Background: an optimization exercise with open tools, aiming at small area, a short achievable clock period and few clock cycles. Do not read the settings as production practice.
RTL that was checked went through simulation tests only; none was proved equivalent to the original.

## v2
// zz_extract
module zz_extract (
    input  wire        clk,
    input  wire        rst,
    input  wire        reg_valid,
    input  wire        reg_we,
    input  wire [7:0]  reg_addr,
    input  wire [31:0] reg_wdata,
    output reg  [31:0] reg_rdata,
    output wire        coef_req,
    output wire [15:0] coef_row,
    output wire [15:0] coef_col,
    input  wire [15:0] coef_rdata,
    output reg         pay_we,
    output wire [31:0] pay_addr,
    output reg  [7:0]  pay_wdata
);
==> module zz_extract, before the edit <==
module zz_extract (
    input  wire        clk,
    input  wire        rst,
    input  wire        reg_valid,
    input  wire        reg_we,
    input  wire [7:0]  reg_addr,
    input  wire [31:0] reg_wdata,
    output reg  [31:0] reg_rdata,
    output wire        coef_req,
    output wire [15:0] coef_row,
    output wire [15:0] coef_col,
    input  wire [15:0] coef_rdata,
    output reg         pay_we,
    output wire [31:0] pay_addr,
    output reg  [7:0]  pay_wdata
);
    reg        busy, done;
    reg        init;           
    reg [15:0] grid_h, grid_w;   
    reg        gh_ok, gw_ok;
    reg        req;
    reg [12:0] bxi, byi;       
    reg [2:0]  r, c;           
    reg        sdone;          
    reg        v1;             
    reg        u2, b2;         
    reg [31:0] tcnt;           
    reg [31:0] len;            
    reg [28:0] outcnt;         
    reg        hdr_ok;
    reg        underrun;
    assign coef_req = req;
    assign coef_row = {byi, r};
    assign coef_col = {bxi, c};
    assign pay_addr = {3'd0, outcnt};
    wire host_wr   = reg_valid && reg_we;
    wire wr_ok     = host_wr && !busy;
    wire wr_ctrl   = wr_ok && (reg_addr == 8'h00);
    wire cmd_start = wr_ctrl && reg_wdata[0];
    wire cmd_clear = wr_ctrl && !reg_wdata[0] && reg_wdata[1];
    wire [12:0] wq  = grid_w[15:3];
    wire [2:0]  wr8 = grid_w[2:0];
    wire [12:0] hq  = grid_h[15:3];
    wire [2:0]  hr8 = grid_h[2:0];
    reg         lc, lb;                
    wire [2:0]  cm = lc ? wr8 - 3'd1 : 3'd7;
    wire [2:0]  rm = lb ? hr8 - 3'd1 : 3'd7;
    wire        blk_end = (r == rm) && (c == cm);
    wire        even    = ~(r[0] ^ c[0]);
    reg  [2:0]  nr, nc;
    always @(*) begin
        nr = r; nc = c;
        if (even) begin
            if (c == cm)          nr = r + 3'd1;
            else if (r == 3'd0)   nc = c + 3'd1;
            else begin            nr = r - 3'd1; nc = c + 3'd1; end
        end else begin
            if (r == rm)          nc = c + 3'd1;
            else if (c == 3'd0)   nr = r + 3'd1;
            else begin            nr = r + 3'd1; nc = c - 3'd1; end
        end
    end
    wire        first   = busy && init;
    wire [12:0] bxi_inc = bxi + 13'd1;
    wire [12:0] byi_inc = byi + 13'd1;
    wire [12:0] bxi_p2  = {bxi[12:1] + 12'd1, bxi[0]};
    wire [12:0] byi_p2  = {byi[12:1] + 12'd1, byi[0]};
    wire        w_le8 = (wq == 13'd0) || ((wq == 13'd1) && (wr8 == 3'd0));
    wire        h_le8 = (hq == 13'd0) || ((hq == 13'd1) && (hr8 == 3'd0));
    wire        x1_last = (wr8 != 3'd0) ? (bxi_inc == wq) : (bxi_p2 == wq);
    wire        y1_last = (hr8 != 3'd0) ? (byi_inc == hq) : (byi_p2 == hq);
    wire        nlc  = (first || lc) ? w_le8 : x1_last;
    wire        nlb  = first ? h_le8 : (lc ? y1_last : lb);
    wire        ncm0 = nlc && (wr8 == 3'd1);
    wire        nrm0 = nlb && (hr8 == 3'd1);
    wire        last = (lc && lb) || (ncm0 && nrm0);
    wire        g_empty = !gh_ok || !gw_ok ||
                          (grid_h == 16'd0) || (grid_w == 16'd0) ||
                          (ncm0 && nrm0);
    wire usable = !((coef_rdata[15:1] == 15'd0) || (coef_rdata == 16'hFFFF));
    wire fin  = sdone && !v1 && !u2 && !pay_we;
    wire pact = hdr_ok && !((len[31:29] == 3'd0) && (len[28:0] == outcnt));
    wire [31:0] status = {20'd0, 3'd0, done && !hdr_ok, 3'd0,
                          hdr_ok && (busy || done), done && underrun,
                          done && !hdr_ok, done, busy};
    always @(posedge clk) begin
        reg_rdata <= 32'd0;
        case (reg_addr)
            8'h04: reg_rdata <= status;
            8'h08: if (gh_ok) reg_rdata <= {16'd0, grid_h};
            8'h0C: if (gw_ok) reg_rdata <= {16'd0, grid_w};
            8'h10: if (!init) reg_rdata <= len;
            8'h14: if (!init) reg_rdata <= {3'd0, outcnt};
            8'h18: if (!init) reg_rdata <= tcnt;
            default: ;
        endcase
    end
    always @(posedge clk) begin
        if (wr_ok && reg_addr == 8'h08) grid_h <= reg_wdata[15:0];
        if (wr_ok && reg_addr == 8'h0C) grid_w <= reg_wdata[15:0];
        b2 <= coef_rdata[0];
        if (first) begin
            bxi <= 13'd0;
            byi <= 13'd0;
            lc  <= nlc;
            lb  <= nlb;
            r   <= ncm0 ? 3'd1 : 3'd0;
            c   <= ncm0 ? 3'd0 : 3'd1;
        end else if (req) begin
            if (!blk_end) begin
                r <= nr;
                c <= nc;
            end else begin
                bxi <= lc ? 13'd0 : bxi_inc;
                if (lc) byi <= byi_inc;
                lc  <= nlc;
                lb  <= nlb;
                r   <= ncm0 ? 3'd1 : 3'd0;
                c   <= ncm0 ? 3'd0 : 3'd1;
            end
        end
        if (u2 && pact) begin
            case (tcnt[2:0])
                3'd0: pay_wdata <= {b2, 7'd0};
                3'd1: pay_wdata[6] <= b2;
                3'd2: pay_wdata[5] <= b2;
                3'd3: pay_wdata[4] <= b2;
                3'd4: pay_wdata[3] <= b2;
                3'd5: pay_wdata[2] <= b2;
                3'd6: pay_wdata[1] <= b2;
                default: pay_wdata[0] <= b2;
            endcase
        end
    end
    always @(posedge clk) begin
        if (rst) begin
            busy     <= 1'b0;
            done     <= 1'b0;
            init     <= 1'b0;
            gh_ok    <= 1'b0;
            gw_ok    <= 1'b0;
            req      <= 1'b0;
            sdone    <= 1'b0;
            v1       <= 1'b0;
            u2       <= 1'b0;
            tcnt     <= 32'd0;
            len      <= 32'd0;
            outcnt   <= 29'd0;
            hdr_ok   <= 1'b0;
            underrun <= 1'b0;
            pay_we   <= 1'b0;
        end else begin
            init <= cmd_start || cmd_clear;
            if (cmd_start) begin
                busy <= 1'b1;
                done <= 1'b0;
            end else if (cmd_clear) begin
                done <= 1'b0;
            end
            if (wr_ok && reg_addr == 8'h08) gh_ok <= 1'b1;
            if (wr_ok && reg_addr == 8'h0C) gw_ok <= 1'b1;
            if (first) begin
                if (g_empty) sdone <= 1'b1;
                else         req   <= 1'b1;
            end else if (req && blk_end && last) begin
                req   <= 1'b0;
                sdone <= 1'b1;
            end
            if (fin) begin
                sdone <= 1'b0;
                busy  <= 1'b0;
                done  <= 1'b1;
            end
            v1 <= req;
            u2 <= v1 && usable;
            pay_we <= 1'b0;
            if (init) begin
                tcnt     <= 32'd0;
                len      <= 32'd0;
                outcnt   <= 29'd0;
                hdr_ok   <= 1'b0;
                underrun <= 1'b0;
            end else begin
                if (u2) begin
                    tcnt <= tcnt + 32'd1;
                    if (!hdr_ok) begin
                        len <= {len[30:0], b2};
                        if (tcnt[4:0] == 5'd31) hdr_ok <= 1'b1;
                    end else if (pact && tcnt[2:0] == 3'd7) begin
                        pay_we <= 1'b1;
                    end
                end
                if (pay_we) outcnt <= outcnt + 29'd1;
                if (fin && pact) begin
                    underrun <= 1'b1;
                    if (tcnt[2:0] != 3'd0) pay_we <= 1'b1;
                end
            end
        end
    end
endmodule
clock: 8.5 ns
lec_check: 0
cap_margin: 20
core_margin: 2
core_utilization: 40
setup_slack_margin: 5
slew_margin: 20
tns_end_percent: 0
standard.sh (not shown) runs the stock make flow with config.mk's settings and CLKGATE_MAP_FILE= SYNTH_SCRIPT=/design/flow/synth_recipe.tcl, a recipe that flattens the netlist after the stock synthesis.
==> flow/flow/run.sh <==
#!/bin/bash
# The standard layout (standard.sh), with the port buffers made of
# sky130_fd_sc_hd__buf_1 cells, a larger setup repair margin, and a clock
# tree of small clock buffers without dummy loads.
# make's full output goes to flow_make.log; ORFS keeps each step's own log
# under orfs/logs/.
set -uo pipefail
bash standard.sh "BUFFER_PORTS_ARGS=-buffer_cell sky130_fd_sc_hd__buf_1" SETUP_SLACK_MARGIN=5.8 \
  "CTS_ARGS=-sink_clustering_enable -repair_clock_nets -root_buf sky130_fd_sc_hd__clkbuf_8 -buf_list sky130_fd_sc_hd__clkbuf_8 -dont_use_dummy_load -sink_clustering_size 16 -sink_clustering_max_diameter 70" \
  finish > flow_make.log 2>&1
No stage failed in v2, and the final checks on the layout all came back clean.
Testbench counts of v2, summed over its fixed seeds: cycles 93,551.
[inputs] v30 vs v2
-- flow/design.v --
<<< v2, line 24
    reg        sdone;          
    reg        v1;             
    reg        u2, b2;         
    reg [31:0] tcnt;           
    reg [31:0] len;            
>>> v30, line 24
    reg        sdone;          
    reg        v1;             
    reg [31:0] tcnt;           
    reg [31:0] len;            
<<< v2, line 61
        end
    end
    wire        first   = busy && init;
    wire [12:0] bxi_inc = bxi + 13'd1;
    wire [12:0] byi_inc = byi + 13'd1;
>>> v30, line 60
        end
    end
    wire        first   = cmd_start;
    wire [12:0] bxi_inc = bxi + 13'd1;
    wire [12:0] byi_inc = byi + 13'd1;
<<< v2, line 79
                          (ncm0 && nrm0);
    wire usable = !((coef_rdata[15:1] == 15'd0) || (coef_rdata == 16'hFFFF));
    wire fin  = sdone && !v1 && !u2 && !pay_we;
    wire pact = hdr_ok && !((len[31:29] == 3'd0) && (len[28:0] == outcnt));
    wire [31:0] status = {20'd0, 3'd0, done && !hdr_ok, 3'd0,
>>> v30, line 78
                          (ncm0 && nrm0);
    wire usable = !((coef_rdata[15:1] == 15'd0) || (coef_rdata == 16'hFFFF));
    wire u2 = v1 && usable;         
    wire b2 = coef_rdata[0];
    wire fin  = sdone && !v1 && !pay_we;
    wire pact = hdr_ok && !((len[31:29] == 3'd0) && (len[28:0] == outcnt));
    wire [31:0] status = {20'd0, 3'd0, done && !hdr_ok, 3'd0,
<<< v2, line 99
        if (wr_ok && reg_addr == 8'h08) grid_h <= reg_wdata[15:0];
        if (wr_ok && reg_addr == 8'h0C) grid_w <= reg_wdata[15:0];
        b2 <= coef_rdata[0];
        if (first) begin
            bxi <= 13'd0;
>>> v30, line 100
        if (wr_ok && reg_addr == 8'h08) grid_h <= reg_wdata[15:0];
        if (wr_ok && reg_addr == 8'h0C) grid_w <= reg_wdata[15:0];
        if (first) begin
            bxi <= 13'd0;
<<< v2, line 143
            sdone    <= 1'b0;
            v1       <= 1'b0;
            u2       <= 1'b0;
            tcnt     <= 32'd0;
            len      <= 32'd0;
>>> v30, line 143
            sdone    <= 1'b0;
            v1       <= 1'b0;
            tcnt     <= 32'd0;
            len      <= 32'd0;
<<< v2, line 173
            end
            v1 <= req;
            u2 <= v1 && usable;
            pay_we <= 1'b0;
            if (init) begin
>>> v30, line 172
            end
            v1 <= req;
            pay_we <= 1'b0;
            if (init) begin
Findings:
- Compared with v2, v30 shows wire length of the first global-routing pass that has gone up by a few percent.
- Looking at layout clock buffer count, v30 sits 1 above v2.
- Looking at average vias per placed instance, v30 sits below v2.
- Number of non-clock inverters was lower in the run labelled v30.
- v30 vs v2: number of buffers outside the clock class in the layout up in v30
- Compared v30 vs v2, and area of all placed cells without fillers is up in v30.
No functional check of the RTL was part of v30.

-- afterwards: timing with drivers on the ports --
How much do the figures lean on ideal ports? The routed layouts below were timed once more, with nothing changed but the port constraints. Step 1 sets driving cells, clkbuf_16 on the clock port and buf_2 on the other inputs (assumed; they add their load-dependent delay and slew). Step 2 also shifts input and output timing later by t, the mid clock arrival at the registers, as if the neighbouring blocks saw the same clock. Slacks: ideal / step 1 / step 2; pairs: ideal / step 1.
run | shift t [ns] | slack for setup (ns) | worst setup path after step 2 | worst data-port slew with drivers (ns) | pins driven straight from the clock port
v2 | 0.557 | 5.605 / 5.563 / 5.164 | input to register | 0.05 | 1
v30 | 0.553 | 5.587 / 5.598 / 5.052 | input to register | 0.09 | 1
After both steps every run listed still meets setup and hold. The setup slack of v30, which loses most, moves by +0.011 ns with the drivers and by -0.535 ns with both steps.
